This design comes from an exercise in tuning for small area on the open sky130 flow, not from production work. In this exercise RTL edits were held to simulation tests only and were not proved equivalent to the original.

== P ==
==> flow/design.v (excerpt) <==
module crtc6845 (
    input             clk,
    input             rst,
    input             ce,
    input             bus_en,
    input             bus_rs,
    input             bus_rw,
    input      [7:0]  bus_din,
    input             lpstb,
    output     [7:0]  dout,
    output            de,
    output            hsync,
    output            vsync,
    output            cursor,
    output     [13:0] ma,
    output     [4:0]  ra,
    output            frame_start,
    output            geom_evt,
    output            geom_valid,
    output            upd_valid,
    output     [13:0] upd_addr,
    output            upd_strobe
);
For scale: about 1900 cells after synthesis, ~260 flip-flops, roughly 65 I/O pins, roughly 14000 sq um of cells after synthesis.
clock: 15.0 ns
lec_check: 0
abc_area: 1
cap_margin: 20
core_margin: 2
core_utilization: 40
cts_buf_list: sky130_fd_sc_hd__clkbuf_16
cts_cluster_diameter: 100
cts_cluster_size: 25
gpl_timing_driven: 0
place_density: 0.6
slew_margin: 20
standard.sh (not shown) runs the stock make flow with config.mk's settings and CLKGATE_MAP_FILE= SYNTH_SCRIPT=/design/flow/synth_recipe.tcl, a recipe that flattens the netlist after the stock synthesis.
==> flow/flow/run.sh <==
#!/bin/bash
# Own layout flow: the standard flow (standard.sh, ORFS scripts and
# settings) with these changes to how the layout is made:
#  - ABC maps the logic with an area-oriented script (&deepsyn, then dch +
#    amap twice) in place of ORFS's abc_area.script;
#  - no ADDER_MAP_FILE, so the ripple arithmetic of the RTL is left to ABC
#    instead of being extracted into fa/ha cells first;
#  - ports are buffered with sky130_fd_sc_hd__buf_1 (still one buffer per port);
#  - the clock tree uses clusters of 25 sinks under clkbuf_16 leaf buffers, a
#    clkbuf_4 root and no dummy loads.
# Each tool's output goes to its own log under orfs/logs; the make output
# goes to standard_flow.log in this folder.
set -euo pipefail
here=$(pwd)
mkdir -p "$here/scripts_mod"
cp -r "$FLOW_HOME/scripts/." "$here/scripts_mod/"
cp "$here/flow/abc_area.script" "$here/scripts_mod/abc_area.script"
cts="-sink_clustering_enable -repair_clock_nets -sink_clustering_size 25"
cts="$cts -sink_clustering_max_diameter 100 -buf_list sky130_fd_sc_hd__clkbuf_16"
cts="$cts -root_buf sky130_fd_sc_hd__clkbuf_4 -dont_use_dummy_load"
bash "$here/standard.sh" SCRIPTS_DIR="$here/scripts_mod" ADDER_MAP_FILE= \
    "BUFFER_PORTS_ARGS=-buffer_cell sky130_fd_sc_hd__buf_1" "CTS_ARGS=$cts" \
    finish > "$here/standard_flow.log" 2>&1
==> flow/flow/abc_area.script <==
strash
&get -n
&deepsyn -J 50 -T 300
&put
dch -f
amap
strash
dch -f
amap
topo
P: flow completed, timing, DRC and antenna clean
## Diff of input files: Q against P
--- a/flow/design.v
+++ b/flow/design.v
@@ -112,34 +112,33 @@
              && (r_vdisp != 7'd0) && v_disp_ok && v_son_ok;
     wire [4:0] hsw_old = (r_sync_width[3:0] == 4'd0) ? 5'd16 : {1'b0, r_sync_width[3:0]};
     wire [4:0] hsw_new = (bus_din[3:0] == 4'd0) ? 5'd16 : {1'b0, bus_din[3:0]};
     wire [4:0] vsw_old = (r_sync_width[7:4] == 4'd0) ? 5'd16 : {1'b0, r_sync_width[7:4]};
     wire [4:0] vsw_new = (bus_din[7:4] == 4'd0) ? 5'd16 : {1'b0, bus_din[7:4]};
     wire [4:0] hsw_min = lt(hsw_old, hsw_new) ? hsw_old : hsw_new;
     wire [4:0] vsw_min = lt(vsw_old, vsw_new) ? vsw_old : vsw_new;
     wire sw_changed = ((bus_din[3:0] != r_sync_width[3:0]) && !lt({6'd0, dh}, {11'd0, hsw_min} | 16'h200))
                    || ((bus_din[7:4] != r_sync_width[7:4]) && lt({11'd0, vsw_min} | 16'h40, {9'd0, vlim}));
-    reg [7:0] fsel, fmask;
+    reg field_changed;
     always @* begin
-        fsel = 8'd0; fmask = 8'd0;
         case (al)
-            6'd0:    begin fsel = r_htotal;             fmask = 8'hFF; end
-            6'd1:    begin fsel = r_hdisp;              fmask = 8'hFF; end
-            6'd2:    begin fsel = r_hsync_pos;          fmask = 8'hFF; end
-            6'd4:    begin fsel = {1'b0, r_vtotal};     fmask = 8'h7F; end
-            6'd5:    begin fsel = {3'b0, r_vtotal_adj}; fmask = 8'h1F; end
-            6'd6:    begin fsel = {1'b0, r_vdisp};      fmask = 8'h7F; end
-            6'd7:    begin fsel = {1'b0, r_vsync_pos};  fmask = 8'h7F; end
-            6'd9:    begin fsel = {3'b0, r_max_ras};    fmask = 8'h1F; end
-            default: ;
+            6'd0:    field_changed = bus_din != r_htotal;
+            6'd1:    field_changed = bus_din != r_hdisp;
+            6'd2:    field_changed = bus_din != r_hsync_pos;
+            6'd3:    field_changed = sw_changed;
+            6'd4:    field_changed = bus_din[6:0] != r_vtotal;
+            6'd5:    field_changed = bus_din[4:0] != r_vtotal_adj;
+            6'd6:    field_changed = bus_din[6:0] != r_vdisp;
+            6'd7:    field_changed = bus_din[6:0] != r_vsync_pos;
+            6'd9:    field_changed = bus_din[4:0] != r_max_ras;
+            default: field_changed = 1'b0;
         endcase
     end
-    wire field_changed = (al == 6'd3) ? sw_changed : ((bus_din & fmask) != fsel);
     assign dout        = dout_q;
     assign de          = de_q;
     assign hsync       = hs_q;
     assign vsync       = vs_q;
     assign cursor      = cur_q;
     assign ma          = add({2'd0, line_addr}, {8'd0, cc}, 1'b0);
     assign ra          = ra_q;
     assign frame_start = frame_q;
     assign geom_evt    = restart_q && g_ok;
Summary — total routed wire length on the met1 layer, Q relative to P: higher, by 2.6%. Wire length of the first global-routing pass ended up 3.3% higher on Q than on P. Placer congestion estimate, Q and P: higher on Q. Of Q and P, it is Q that has the higher final worst-path cycle share. Comparing Q and P, the lower layout overhead on the synthesized area was measured on Q.

==> static timing again, ports no longer ideal <==
Ports are ideal in the flow. The routed layouts listed here were re-timed in OpenROAD.
Step 1, drivers: a clkbuf_16 drives clk and a buf_2 each remaining input, both assumed.
Step 2, shift: input delay + t, output delay - t, t = (earliest + latest rising clock arrival at the registers) / 2. This alone moves slack from input paths to output paths.
Slacks: ideal / step 1 / step 2; pairs: ideal / step 1.
run | shift t [ns] | setup WS [ns] | worst register clock-pin slew, ns
P | 0.724 | 5.316 / 5.268 / 5.935 | 0.11 / 0.11
Q | 0.731 | 4.189 / 4.189 / 4.189 | 0.11 / 0.11
After both steps setup and hold are still met in every run listed.
